From an optimization exercise on the open Yosys and OpenROAD flow, aimed at small area, a short achievable clock period and few clock cycles per item; shortcuts taken in it are not production practice. In this exercise RTL edits were held to simulation tests only and were not proved equivalent to the original. Power figures rest on the tool's default switching activity, not on a simulated workload.

==> flow/design.v <==
module qvlc_enc (
    input  wire        clk,
    input  wire        rst,         
    input  wire        in_valid,
    output wire        in_ready,
    input  wire [15:0] in_coef,     
    input  wire [3:0]  in_qno,      
    input  wire [1:0]  in_cls,      
    input  wire        in_mode,     
    output wire        out_valid,
    input  wire        out_ready,
    output wire [15:0] out_val,     
    output wire [4:0]  out_len,     
    output wire        out_last,    
    output wire        out_err,     
    output wire [11:0] out_bits     
);
    localparam RL = 64;             
    reg  [RL*9-1:0] ring;           
    wire [8:0]      ring_in;        
    always @(posedge clk)
        ring <= {ring[(RL-1)*9-1:0], ring_in};
    wire [8:0] tap  = ring[61*9 +: 9];    
    reg        rdy;                 
    reg  [5:0] wd;                  
    reg  [6:0] span;                
    reg  [5:0] wj;                  
    reg  [3:0] qe;                  
    reg        c3;                  
    reg        mode;
    reg        werr;                
    reg  [5:0] widx;                
    reg        pv;                  
    reg        pdc;                 
    reg  [7:0] pamp;                
    reg        pneg;                
    reg        pend;
    wire in_fire = in_valid && rdy && !rst;
    function [2:0] shift_of(input [3:0] e, input c, input [1:0] z);
        reg [3:0] qs;
        begin
            qs = e + {2'd0, z};
            shift_of = (qs[3:2] == 2'd0) ? {2'd0, c} : qs[3:1] - 3'd1;
        end
    endfunction
    reg  [2:0] sh;                  
    wire [5:0] wj1   = wj + 6'd1;
    wire [3:0] in_qe = 4'd8 - {1'b0, in_qno[3:1]} - {3'd0, in_qno == 4'd15} +
                       {2'd0, in_cls == 2'd3, 1'b0};
    wire [2:0] sh_n  = (wj == 6'd0) ? shift_of(in_qe, in_cls == 2'd3, {1'b0, in_mode})
                                    : shift_of(qe, c3, mode ? wj1[1:0] : wj1[5:4]);
    wire [14:0] ix  = in_coef[14:0];
    reg         ibig;
    always @(*) begin
        case (sh)
            3'd0:    ibig = in_coef[15] ? !((&ix[14:8])  && (|ix[7:0]))  : (|ix[14:8]);
            3'd1:    ibig = in_coef[15] ? !((&ix[14:9])  && (|ix[8:0]))  : (|ix[14:9]);
            3'd2:    ibig = in_coef[15] ? !((&ix[14:10]) && (|ix[9:0]))  : (|ix[14:10]);
            3'd3:    ibig = in_coef[15] ? !((&ix[14:11]) && (|ix[10:0])) : (|ix[14:11]);
            3'd4:    ibig = in_coef[15] ? !((&ix[14:12]) && (|ix[11:0])) : (|ix[14:12]);
            default: ibig = in_coef[15] ? !((&ix[14:13]) && (|ix[12:0])) : (|ix[14:13]);
        endcase
    end
    wire        x_neg = in_coef[15];
    wire [7:0]  v     = (ix >> sh) ^ {8{x_neg}};
    reg         c;
    always @(*) begin
        case (sh)
            3'd0:    c = x_neg;
            3'd1:    c = x_neg & (ix[0]   == 1'd0);
            3'd2:    c = x_neg & (ix[1:0] == 2'd0);
            3'd3:    c = x_neg & (ix[2:0] == 3'd0);
            3'd4:    c = x_neg & (ix[3:0] == 4'd0);
            default: c = x_neg & (ix[4:0] == 5'd0);
        endcase
    end
    wire [7:0]  q_amp = v + {7'd0, c};
    wire        p_nz  = (pamp != 8'd0);
    assign ring_in = pv ? {pdc || (pneg && p_nz), pdc ? 8'd0 : pamp}
                        : ring[(RL-1)*9 +: 9];
    reg        ract;                
    reg  [5:0] run;
    reg  [5:0] rd;                  
    reg        al;                  
    reg        tz, ta1, ta2, ta3;   
    reg        tm;                  
    reg        lz, la1, lm;         
    reg        ov;                  
    reg [15:0] oval;
    reg  [4:0] olen;
    reg        olast;
    reg        ofirst;              
    reg        oerr;
    reg  [9:0] obits;               
    wire       ospace = !ov || out_ready;
    wire [7:0] amp   = tap[7:0];
    wire       sgn   = tap[8];
    wire [5:0] r     = ract ? run : 6'd0;
    wire       r_0   = (r == 6'd0);
    wire       r_1   = (r == 6'd1);
    wire       r_2   = (r == 6'd2);
    wire       is_eob = tm;
    wire       split1 = tz && !lz && (!la1 || !(r_0 || r_1));
    reg [15:0] t_val;
    reg  [4:0] t_len;
    always @(*) begin
        if (is_eob) begin
            t_val = 16'h0006; t_len = 5'd4;
        end else if (tz) begin                         
            if (r_0) begin t_val = 16'h007C;           t_len = 5'd7;  end
            else     begin t_val = {10'h07E, r};       t_len = 5'd13; end
        end else if (ta1 && r_1) begin
            t_val = {11'd0, 4'b0111, sgn};  t_len = 5'd5;
        end else if (ta1 && r_2) begin
            t_val = {10'd0, 5'b10100, sgn}; t_len = 5'd6;
        end else if (ta1) begin
            t_val = {14'd0, 1'b0, sgn};     t_len = 5'd3;
        end else if (ta2) begin
            t_val = {12'd0, 3'b010, sgn};   t_len = 5'd4;
        end else if (ta3) begin
            t_val = {11'd0, 4'b1000, sgn};  t_len = 5'd5;
        end else begin
            t_val = {7'b1111111, amp, sgn}; t_len = 5'd16;
        end
    end
    wire emit    = is_eob || !tz || split1;
    wire start   = !ract && pend;                       
    wire do_err  = start && werr && ospace;
    wire can_go  = al && (ract || (pend && !werr));
    wire step    = can_go && (!emit || ospace);
    wire load    = (step && emit) || do_err;
    wire s_le63 = (span[6] == 1'b0);
    wire s_64   = (span == 7'd64);
    wire s_65   = (span == 7'd65);
    wire span_ok = do_err || s_le63 || (s_64 && !(in_fire && !step)) ||
                   (s_65 && step && !in_fire);
    wire [6:0] span_n = span + {6'd0, in_fire} - {6'd0, step} - (do_err ? 7'd64 : 7'd0);
    assign in_ready = rdy;
    always @(posedge clk) begin
        if (rst) begin
            rdy    <= 1'b1;
            wd     <= 6'd1;
            rd     <= 6'd2;
            al     <= 1'b1;
            span   <= 7'd0;
            wj     <= 6'd0;
            pv     <= 1'b0;
            pdc    <= 1'b0;
            pend   <= 1'b0;
            ract   <= 1'b0;
            ov     <= 1'b0;
            ofirst <= 1'b1;
        end else begin
            wd   <= in_fire ? wd : wd - 6'd1;
            span <= span_n;
            rdy  <= (in_fire || wd == 6'd2) && span_ok;
            pv   <= in_fire;
            pdc  <= in_fire && (wj == 6'd0);
            if (in_fire) wj <= wj + 6'd1;
            if (in_fire && wj == 6'd63) pend <= 1'b1;
            else if (start && (do_err || step)) pend <= 1'b0;
            rd <= step ? rd : rd - 6'd1;
            al <= step ? al : (rd == 6'd3);
            if (step) begin
                ract <= !is_eob;
                run  <= tz ? r + 6'd1 : 6'd0;
            end
            if (load) ov <= 1'b1;
            else if (out_ready) ov <= 1'b0;
            if (load) ofirst <= do_err || is_eob;
        end
    end
    always @(posedge clk) begin
        if (in_fire && wj == 6'd0) begin
            qe   <= in_qe;
            c3   <= (in_cls == 2'd3);
            mode <= in_mode;
        end
        if (in_fire && wj != 6'd0 && ibig && (!werr || wj == 6'd1)) begin
            werr <= 1'b1;
            widx <= wj;
        end else if (in_fire && wj == 6'd1) begin
            werr <= 1'b0;
        end
        if (in_fire) sh <= sh_n;
        pamp  <= q_amp;
        pneg  <= x_neg;
        lz  <= (ring[59*9 +: 8] == 8'd0);
        la1 <= (ring[59*9 +: 8] == 8'd1);
        lm  <= (ring[59*9 +: 9] == 9'h100);
        tz  <= lz;
        ta1 <= la1;
        tm  <= lm;
        ta2 <= (ring[60*9 +: 8] == 8'd2);
        ta3 <= (ring[60*9 +: 8] == 8'd3);
        if (load) begin
            oerr  <= do_err;
            olast <= do_err || is_eob;
            oval  <= do_err ? {10'd0, widx} : t_val;
            olen  <= do_err ? 5'd0 : t_len;
            obits <= do_err ? 10'd0 : (ofirst ? 10'd0 : obits) + {5'd0, t_len};
        end
    end
    assign out_valid = ov;
    assign out_val   = oval;
    assign out_len   = olen;
    assign out_last  = olast;
    assign out_err   = oerr;
    assign out_bits  = {2'd0, obits};
endmodule
export LEC_CHECK = 0
export CAP_MARGIN = 20
export CORE_MARGIN = 2
export CORE_UTILIZATION = 70
export CTS_CLUSTER_DIAMETER = 80
export CTS_CLUSTER_SIZE = 25
export SETUP_SLACK_MARGIN = 5
export SLEW_MARGIN = 20
create_clock -name core_clock -period 9.0 [get_ports {clk}]
standard.sh (not shown) runs the stock make flow with config.mk's settings and CLKGATE_MAP_FILE= SYNTH_SCRIPT=/design/flow/synth_recipe.tcl, a recipe that flattens the netlist after the stock synthesis.
==> flow/flow/run.sh <==
#!/bin/bash
set -euo pipefail
bash standard.sh finish SETUP_SLACK_MARGIN=6.0 > standard_make.log 2>&1
Testbench counts at the start, summed over its fixed seeds: cycles 21,000, blocks 320.
==> next run, changes <==
Settings changed: CTS_CLUSTER_DIAMETER 80 to 100, CTS_CLUSTER_SIZE 25 to 30.
=> Design area decreases slightly; synthesized cell count stays the same; area after synthesis does not change; sequential cell count does not change; combinational power shrinks by a few percent.

* * *

qvlc_enc, a different RTL version from the one above (not shown whole).
Size in the first run: about 64 I/O pins, about 17000 sq um of cells after synthesis.
## qvlc_enc
module qvlc_enc (
    input  wire        clk,
    input  wire        rst,         
    input  wire        in_valid,
    output wire        in_ready,
    input  wire [15:0] in_coef,     
    input  wire [3:0]  in_qno,      
    input  wire [1:0]  in_cls,      
    input  wire        in_mode,     
    output wire        out_valid,
    input  wire        out_ready,
    output wire [15:0] out_val,     
    output wire [4:0]  out_len,     
    output wire        out_last,    
    output wire        out_err,     
    output wire [11:0] out_bits     
);
    localparam RL = 64;             
    reg  [RL*9-1:0] ring;           
    wire [8:0]      ring_in;        
    always @(posedge clk)
        ring <= {ring[(RL-1)*9-1:0], ring_in};
    wire [8:0] tap  = ring[61*9 +: 9];    
    reg        rdy;                 
    reg  [5:0] wd;                  
    reg  [6:0] sd;
    reg        fd, sd_st, sd_err;
    wire [6:0] span = sd + {6'd0, fd} - {6'd0, sd_st} - {sd_err, 6'd0};
    reg  [5:0] wj;                  
    reg  [3:0] qe;                  
    reg        c3;                  
    reg        mode;
    reg        werr;                
    reg  [5:0] widx;                
    reg        pv;                  
    reg        pdc;                 
    reg  [7:0] pv8;                 
    reg        pc;
    reg        pneg;                
    reg        pend;
    wire in_fire = in_valid && rdy && !rst;
    function [2:0] shift_of(input [3:0] e, input c, input [1:0] z);
        reg [3:0] qs;
        begin
            qs = e + {2'd0, z};
  ...
export LEC_CHECK = 0
export CAP_MARGIN = 20
export CORE_MARGIN = 2
export CORE_UTILIZATION = 55
export CTS_CLUSTER_DIAMETER = 100
export CTS_CLUSTER_SIZE = 30
export SETUP_SLACK_MARGIN = 5
export SLEW_MARGIN = 20
create_clock -name core_clock -period 9.0 [get_ports {clk}]
==> flow/flow/run.sh <==
#!/bin/bash
set -euo pipefail
bash standard.sh finish SETUP_SLACK_MARGIN=6.0 "BUFFER_PORTS_ARGS=-buffer_cell sky130_fd_sc_hd__buf_1" > standard_make.log 2>&1
Testbench counts at the start, summed over its fixed seeds: cycles 21,000, blocks 320.
Edit:
==> flow/flow/run.sh (replaced) <==
#!/bin/bash
set -euo pipefail
bash standard.sh finish SETUP_SLACK_MARGIN=5.8 > standard_make.log 2>&1
--- a/flow/config.mk
+++ b/flow/config.mk
@@ -8,5 +8,5 @@
 export CAP_MARGIN = 20
 export CORE_MARGIN = 2
-export CORE_UTILIZATION = 55
+export CORE_UTILIZATION = 60
 export CTS_CLUSTER_DIAMETER = 100
 export CTS_CLUSTER_SIZE = 30
What happened:
- worst hold slack gets worse by 0.0057 ns
- clock-buffer cell count is unchanged
- clock power drops by about 4%
- power shrinks by 1.0%
- cell count decreases by 1.6%
- combinational power stays flat
Edit:
==> flow/flow/run.sh (replaced) <==
#!/bin/bash
set -euo pipefail
bash standard.sh finish SETUP_SLACK_MARGIN=6.0 "BUFFER_PORTS_ARGS=-buffer_cell sky130_fd_sc_hd__buf_1" > standard_make.log 2>&1
Effect: Routed wire length fell by 4.1%; via count fell by 0.61%; non-clock buffer count rose by 3; sequential power is about the same; cell count hardly moves; global-route usage fell by 0.67 points; die area is unchanged; clock-buffer cell count fell by 1.
Edit:
==> flow/flow/run.sh (replaced) <==
#!/bin/bash
set -euo pipefail
bash standard.sh finish SETUP_SLACK_MARGIN=6.5 > standard_make.log 2>&1
--- a/flow/config.mk
+++ b/flow/config.mk
@@ -8,6 +8,6 @@
 export CAP_MARGIN = 20
 export CORE_MARGIN = 2
-export CORE_UTILIZATION = 60
-export CTS_CLUSTER_DIAMETER = 100
+export CORE_UTILIZATION = 50
+export CTS_CLUSTER_DIAMETER = 80
 export CTS_CLUSTER_SIZE = 30
 export SETUP_SLACK_MARGIN = 5
=> The new run finished clean. Critical path depth decreases by 6. Non-clock buffer count increases by 55. Area after synthesis stays the same. Clock-buffer cell count rises by 1. Synthesized cell count is unchanged. Setup slack loses 0.10 ns. Power climbs by 2.8%. Cell area increases by about 8%. Final cell count went up by 7.9%. Hold slack is about the same.

-- port drivers added, routing unchanged --
How much do the figures lean on ideal ports? The routed layouts below were timed once more, with nothing changed but the port constraints.
Step 1, drivers: a clkbuf_16 drives clk and a buf_2 each remaining input, both assumed.
Step 2, shift: input delay + t, output delay - t, t = (earliest + latest rising clock arrival at the registers) / 2. This alone moves slack from input paths to output paths.
Slacks: no drivers / after step 1 / after step 2; pairs: no drivers / after step 1.
run	shift t [ns]	setup WS [ns]	cell pins on the clock port's net
the first run of note 1	0.639	5.367 / 5.367 / 4.953	1
the second run of note 1	0.631	5.473 / 5.473 / 5.049	1
the first run of note 2	0.623	6.014 / 5.964 / 5.442	1
the second run of note 2	0.603	5.802 / 5.810 / 5.224	1
the third run of note 2	0.611	6.028 / 5.990 / 5.442	1
the fourth run of note 2	0.615	5.925 / 5.875 / 5.436	1
After both steps every run listed still meets setup and hold. For the third run of note 2, which loses most, drivers alone change the setup slack by -0.038 ns; drivers and shift together by -0.586 ns.
